Source: an optimization exercise on an open RTL-to-GDS flow (aim: small area). Production flows keep margins and buffers that such runs may drop.
In this exercise RTL edits were held to simulation tests only and were not proved equivalent to the original.
No activity file was given, so power comes from the tool's default toggle rates.

rev 12:
==> flow/design.v <==
module fde_core (
    input  wire        clk,
    input  wire        rst,            
    input  wire [7:0]  key,            
    output wire [7:0]  mem_addr,
    output wire        mem_we,
    output wire [15:0] mem_wdata,
    input  wire [15:0] mem_rdata,
    output reg  [15:0] out_data,
    output wire        out_valid,
    output reg  [15:0] disp_data,
    output wire        disp_data_valid,
    output reg  [15:0] disp_ctrl,
    output wire        disp_ctrl_valid,
    output reg         halted,
    output wire [1:0]  fault,
    output wire [15:0] fault_info
);
    localparam [4:0] C_NOP = 5'h00, C_LDA = 5'h01, C_ADD = 5'h02, C_SUB = 5'h03,
                     C_STA = 5'h04, C_LDI = 5'h05, C_JMP = 5'h06, C_JC  = 5'h07,
                     C_JZ  = 5'h08, C_SHL = 5'h09, C_SHR = 5'h0A, C_KEY = 5'h0B,
                     C_OUT = 5'h0E, C_HLT = 5'h0F, C_PSH = 5'h10, C_POP = 5'h11,
                     C_CAL = 5'h12, C_RET = 5'h13, C_LSP = 5'h14, C_DSD = 5'h15,
                     C_DSC = 5'h16;
    reg [7:0]  pc;
    reg [7:0]  mar;
    reg [4:0]  opc;
    reg [15:0] a;
    reg        az;
    reg        c;
    reg        z;
    reg [3:0]  sp;
    reg [3:0]  cnt;
    reg        t;
    reg        rf;             
    assign fault_info = a;
    wire run   = !halted;
    wire c0    = (cnt == 4'd0);
    wire c14   = (cnt == 4'd14);
    wire fetch = (cnt == 4'd15);
    wire o_lda = (opc == C_LDA);
    wire o_add = (opc == C_ADD);
    wire o_sub = (opc == C_SUB);
    wire o_sta = (opc == C_STA);
    wire o_ldi = (opc == C_LDI);
    wire o_jmp = (opc == C_JMP);
    wire o_jc  = (opc == C_JC);
    wire o_jz  = (opc == C_JZ);
    wire o_shl = (opc == C_SHL);
    wire o_shr = (opc == C_SHR);
    wire o_key = (opc == C_KEY);
    wire o_out = (opc == C_OUT);
    wire o_hlt = (opc == C_HLT);
    wire o_psh = (opc == C_PSH);
    wire o_pop = (opc == C_POP);
    wire o_cal = (opc == C_CAL);
    wire o_ret = (opc == C_RET);
    wire o_lsp = (opc == C_LSP);
    wire o_dsd = (opc == C_DSD);
    wire o_dsc = (opc == C_DSC);
    wire o_inv = (opc == 5'h0C) || (opc == 5'h0D) || (opc >= 5'h17);
    wire        kill = rst || az || (opc[4] && !opc[2] && opc[1]);
    wire [15:0] am   = a & {16{!kill}};
    wire [7:0] f_op  = mem_rdata[15:8];
    wire       f_stk = (f_op[7:2] == 6'b000100);    
    wire       f_pop = f_stk && f_op[0];             
    wire       sp_dn = fetch;    
    wire [3:0] sp_nx = sp + {sp_dn, sp_dn, sp_dn, 1'b1};
    wire hi_nz   = (mem_rdata[15:8] != 8'd0);
    wire ret_flt = o_ret && (fetch ? rf : hi_nz);
    assign fault = {o_ret, o_ret || o_inv};
    wire halting = (c0 && o_hlt) || (fetch && (o_inv || rf));
    wire stk_op  = (opc[4:2] == 3'b100);
    wire stk_sel = stk_op && (opc[0] ? !fetch : c0);
    wire mar_sel = (opc < 5'h05) && !fetch;
    assign mem_addr = stk_sel ? {4'hF, sp} : (mar_sel ? mar : pc);
    wire [7:0] pc_inc = pc + 8'd1;
    assign mem_we    = run && c0 && (o_sta || o_psh || o_cal);
    assign mem_wdata = {am[15:8], am[7:0] | (pc_inc & {8{opc[1]}})};
    wire [15:0] rvec = {t, mem_rdata[14:0]};
    wire [3:0]  ridx = {cnt[3] ^ o_inv, cnt[2:0]};
    wire        rbit = rvec[ridx];
    wire        kbit = key[cnt[2:0]];
    wire        bop  = o_shl ? am[0] : (rbit ^ o_sub);
    wire        cin  = c0 ? o_sub : c;
    wire        sum  = am[0] ^ bop ^ cin;
    wire        cout = (am[0] & bop) | (am[0] & cin) | (bop & cin);
    reg newbit;
    always @* begin
        if (o_add || o_sub || o_shl) newbit = sum;
        else if (o_shr)              newbit = am[1] && !fetch;
        else if (o_ldi || o_inv)     newbit = rbit && !cnt[3];
        else if (o_key)              newbit = kbit && !cnt[3];
        else                         newbit = rbit;    
    end
    wire ashift = run && (o_lda || o_add || o_sub || o_ldi || o_shl || o_shr ||
                          o_key || o_pop || o_inv || ret_flt);
    wire flags  = o_add || o_sub || o_shl || o_shr;
    wire take = o_jmp || (o_jc && c) || (o_jz && z) || o_cal || o_ret;
    wire ld_out = run && c0 && o_out;
    wire ld_dsd = run && c0 && o_dsd;
    wire ld_dsc = run && c0 && o_dsc;
    wire c1 = (cnt == 4'd1);
    assign out_valid       = run && c1 && o_out;
    assign disp_data_valid = run && c1 && o_dsd;
    assign disp_ctrl_valid = run && c1 && o_dsc;
    always @(posedge clk) begin
        t <= mem_rdata[15];
        rf <= !rst && c14 && o_ret && hi_nz;
        if (ashift) a <= {newbit, a[15:1]};
        if (rst || ld_out) out_data  <= am;
        if (rst || ld_dsd) disp_data <= am;
        if (rst || ld_dsc) disp_ctrl <= am;
        if (fetch) mar <= mem_rdata[7:0];
        if (rst) begin
            pc              <= 8'd0;
            opc             <= C_NOP;
            az              <= 1'b1;
            c               <= 1'b0;
            z               <= 1'b0;
            sp              <= 4'd0;
            cnt             <= 4'd15;
            halted          <= 1'b0;
        end else begin
            cnt             <= cnt + 4'd1;
            if (fetch && run && !halting) opc <= (f_op[7:5] != 3'd0) ? 5'h1F : f_op[4:0];
            if (ashift && fetch) az <= 1'b0;
            if (flags) begin
                if (o_shr) begin
                    if (c0) c <= am[0];
                end else begin
                    c <= cout;
                end
                z <= (c0 || z) && !newbit;
            end
            if ((fetch && f_pop) || (c0 && stk_op && !opc[0])) sp <= sp_nx;
            if (c0 && o_lsp)    sp <= am[3:0];
            if (c14) pc <= take ? mem_rdata[7:0] : pc_inc;
            if (halting) halted <= 1'b1;
        end
    end
endmodule
Settings: LEC_CHECK=0, ABC_AREA=1, CAP_MARGIN=20, CORE_MARGIN=2, CORE_UTILIZATION=40, CTS_BUF_LIST=sky130_fd_sc_hd__clkbuf_8, PLACE_DENSITY=0.6, SLEW_MARGIN=20; clock period 7.0 ns.
standard.sh (not shown) runs the stock make flow with config.mk's settings and CLKGATE_MAP_FILE= SYNTH_SCRIPT=/design/flow/synth_recipe.tcl, a recipe that flattens the netlist after the stock synthesis.
==> flow/flow/run.sh <==
#!/bin/bash
# The standard layout (standard.sh), with three changes:
#  - synthesis maps logic with an area-oriented ABC script (flow/abc_area.script,
#    used through ABC_AREA=1) instead of ORFS's, which buffers and upsizes;
#  - the port buffers are the smallest buffer cell;
#  - clock tree synthesis inserts no dummy loads.
set -euo pipefail
here=$(pwd)
rm -rf "$here/scripts"
cp -r "$FLOW_HOME/scripts" "$here/scripts"
cp "$here/flow/abc_area.script" "$here/scripts/abc_area.script"
export SCRIPTS_DIR="$here/scripts"
export BUFFER_PORTS_ARGS="-buffer_cell sky130_fd_sc_hd__buf_1"
export CTS_ARGS="-sink_clustering_enable -repair_clock_nets -buf_list sky130_fd_sc_hd__clkbuf_8 -dont_use_dummy_load"
bash standard.sh > "$here/standard.log" 2>&1
==> flow/flow/abc_area.script <==
strash
&get -n
&deepsyn -T 30
&dch -f
&nf -R 1000 -a
&put
Rev 12 went all the way through synthesis, placement and routing and the layout is clean on timing, DRC and antenna.
## Diff of input files: rev 13 against rev 12
-- flow/design.v --
<<< rev 12, line 37
    wire run   = !halted;
    wire c0    = (cnt == 4'd0);
    wire c14   = (cnt == 4'd14);
    wire fetch = (cnt == 4'd15);
>>> rev 13, line 37
    wire run   = !halted;
    wire c0    = (cnt == 4'd0);
    wire c13   = (cnt == 4'd13);
    wire c14   = (cnt == 4'd14);
    wire fetch = (cnt == 4'd15);
<<< rev 12, line 65
    wire       f_stk = (f_op[7:2] == 6'b000100);    
    wire       f_pop = f_stk && f_op[0];             
    wire       sp_dn = fetch;    
    wire [3:0] sp_nx = sp + {sp_dn, sp_dn, sp_dn, 1'b1};
    wire hi_nz   = (mem_rdata[15:8] != 8'd0);
    wire ret_flt = o_ret && (fetch ? rf : hi_nz);
>>> rev 13, line 66
    wire       f_stk = (f_op[7:2] == 6'b000100);    
    wire       f_pop = f_stk && f_op[0];             
    wire       sp_dn = fetch && f_pop;
    wire       sp_up = c0 && (opc[4:2] == 3'b100) && !opc[0];
    wire [3:0] sp_nx = sp + {sp_dn, sp_dn, sp_dn, sp_dn || sp_up};
    wire hi_nz   = (mem_rdata[15:8] != 8'd0);
    wire ret_flt = o_ret && (fetch ? rf : hi_nz);
<<< rev 12, line 72
    wire halting = (c0 && o_hlt) || (fetch && (o_inv || rf));
    wire stk_op  = (opc[4:2] == 3'b100);
    wire stk_sel = stk_op && (opc[0] ? !fetch : c0);
    wire mar_sel = (opc < 5'h05) && !fetch;
    assign mem_addr = stk_sel ? {4'hF, sp} : (mar_sel ? mar : pc);
    wire [7:0] pc_inc = pc + 8'd1;
    assign mem_we    = run && c0 && (o_sta || o_psh || o_cal);
    assign mem_wdata = {am[15:8], am[7:0] | (pc_inc & {8{opc[1]}})};
>>> rev 13, line 74
    wire halting = (c0 && o_hlt) || (fetch && (o_inv || rf));
    wire stk_op  = (opc[4:2] == 3'b100);
    wire pc_sel  = fetch || o_ldi || o_inv;
    assign mem_addr = pc_sel ? pc : (stk_op ? {4'hF, sp} : mar);
    wire       pc_ci  = c14 || (c0 && o_cal);
    wire [7:0] pc_inc = pc + {7'd0, pc_ci};
    assign mem_we    = run && c0 && (o_sta || o_psh || o_cal);
    assign mem_wdata = {am[15:8], am[7:0] | (pc_inc & {8{opc[1]}})};
<<< rev 12, line 112
        if (rst || ld_dsd) disp_data <= am;
        if (rst || ld_dsc) disp_ctrl <= am;
        if (fetch) mar <= mem_rdata[7:0];
        if (rst) begin
            pc              <= 8'd0;
>>> rev 13, line 114
        if (rst || ld_dsd) disp_data <= am;
        if (rst || ld_dsc) disp_ctrl <= am;
        if (fetch || (c13 && o_ret)) mar <= mem_rdata[7:0];
        if (rst) begin
            pc              <= 8'd0;
<<< rev 12, line 134
                z <= (c0 || z) && !newbit;
            end
            if ((fetch && f_pop) || (c0 && stk_op && !opc[0])) sp <= sp_nx;
            if (c0 && o_lsp)    sp <= am[3:0];
            if (c14) pc <= take ? mem_rdata[7:0] : pc_inc;
            if (halting) halted <= 1'b1;
        end
>>> rev 13, line 136
                z <= (c0 || z) && !newbit;
            end
            sp <= (c0 && o_lsp) ? am[3:0] : sp_nx;
            pc <= (c14 && take) ? mar : pc_inc;
            if (halting) halted <= 1'b1;
        end
Findings:
Looking at gate count of the mapped netlist, rev 13 sits 6.7% lower than rev 12 does.
Rev 13 vs rev 12, type of the setup path with the least slack: reg -> out vs in -> out
[compare] base=rev 12 new=rev 13: maximum frequency fell by 4.1%; HPWL after detailed placement fell by about 1.7%.
Side by side, internal power consumption turned out higher in rev 13 than in rev 12.
[rev 13] part of the power in combinational logic fell 0.2 points relative to rev 12

-- what the ideal ports hide --
The flow's constraints put no driver on any port. The routed layouts listed below were extracted and timed again, unchanged, in two steps. Step 1 (the two cells are an assumption about what drives the block):
set clk [get_ports {clk}]
set_driving_cell -lib_cell sky130_fd_sc_hd__clkbuf_16 $clk
set_driving_cell -lib_cell sky130_fd_sc_hd__buf_2 [delete_from_list [all_inputs] $clk]
Step 2 also shifts input and output timing later by t, the mid clock arrival at the registers, as if the neighbouring blocks saw the same clock. Slacks: ideal / step 1 / step 2; pairs: ideal / step 1.
run	t (ns)	setup WS [ns]	hold WS [ns]	worst slew at a driven data input, ns
rev 12	0.389	2.265 / 2.245 / 2.245	0.459 / 0.459 / 0.459	0.03
rev 13	0.379	2.064 / 2.030 / 2.409	0.480 / 0.480 / 0.480	0.03
After both steps every run listed still meets setup and hold. The setup slack of rev 12, which loses most, moves by -0.020 ns with the drivers and by -0.020 ns with both steps.
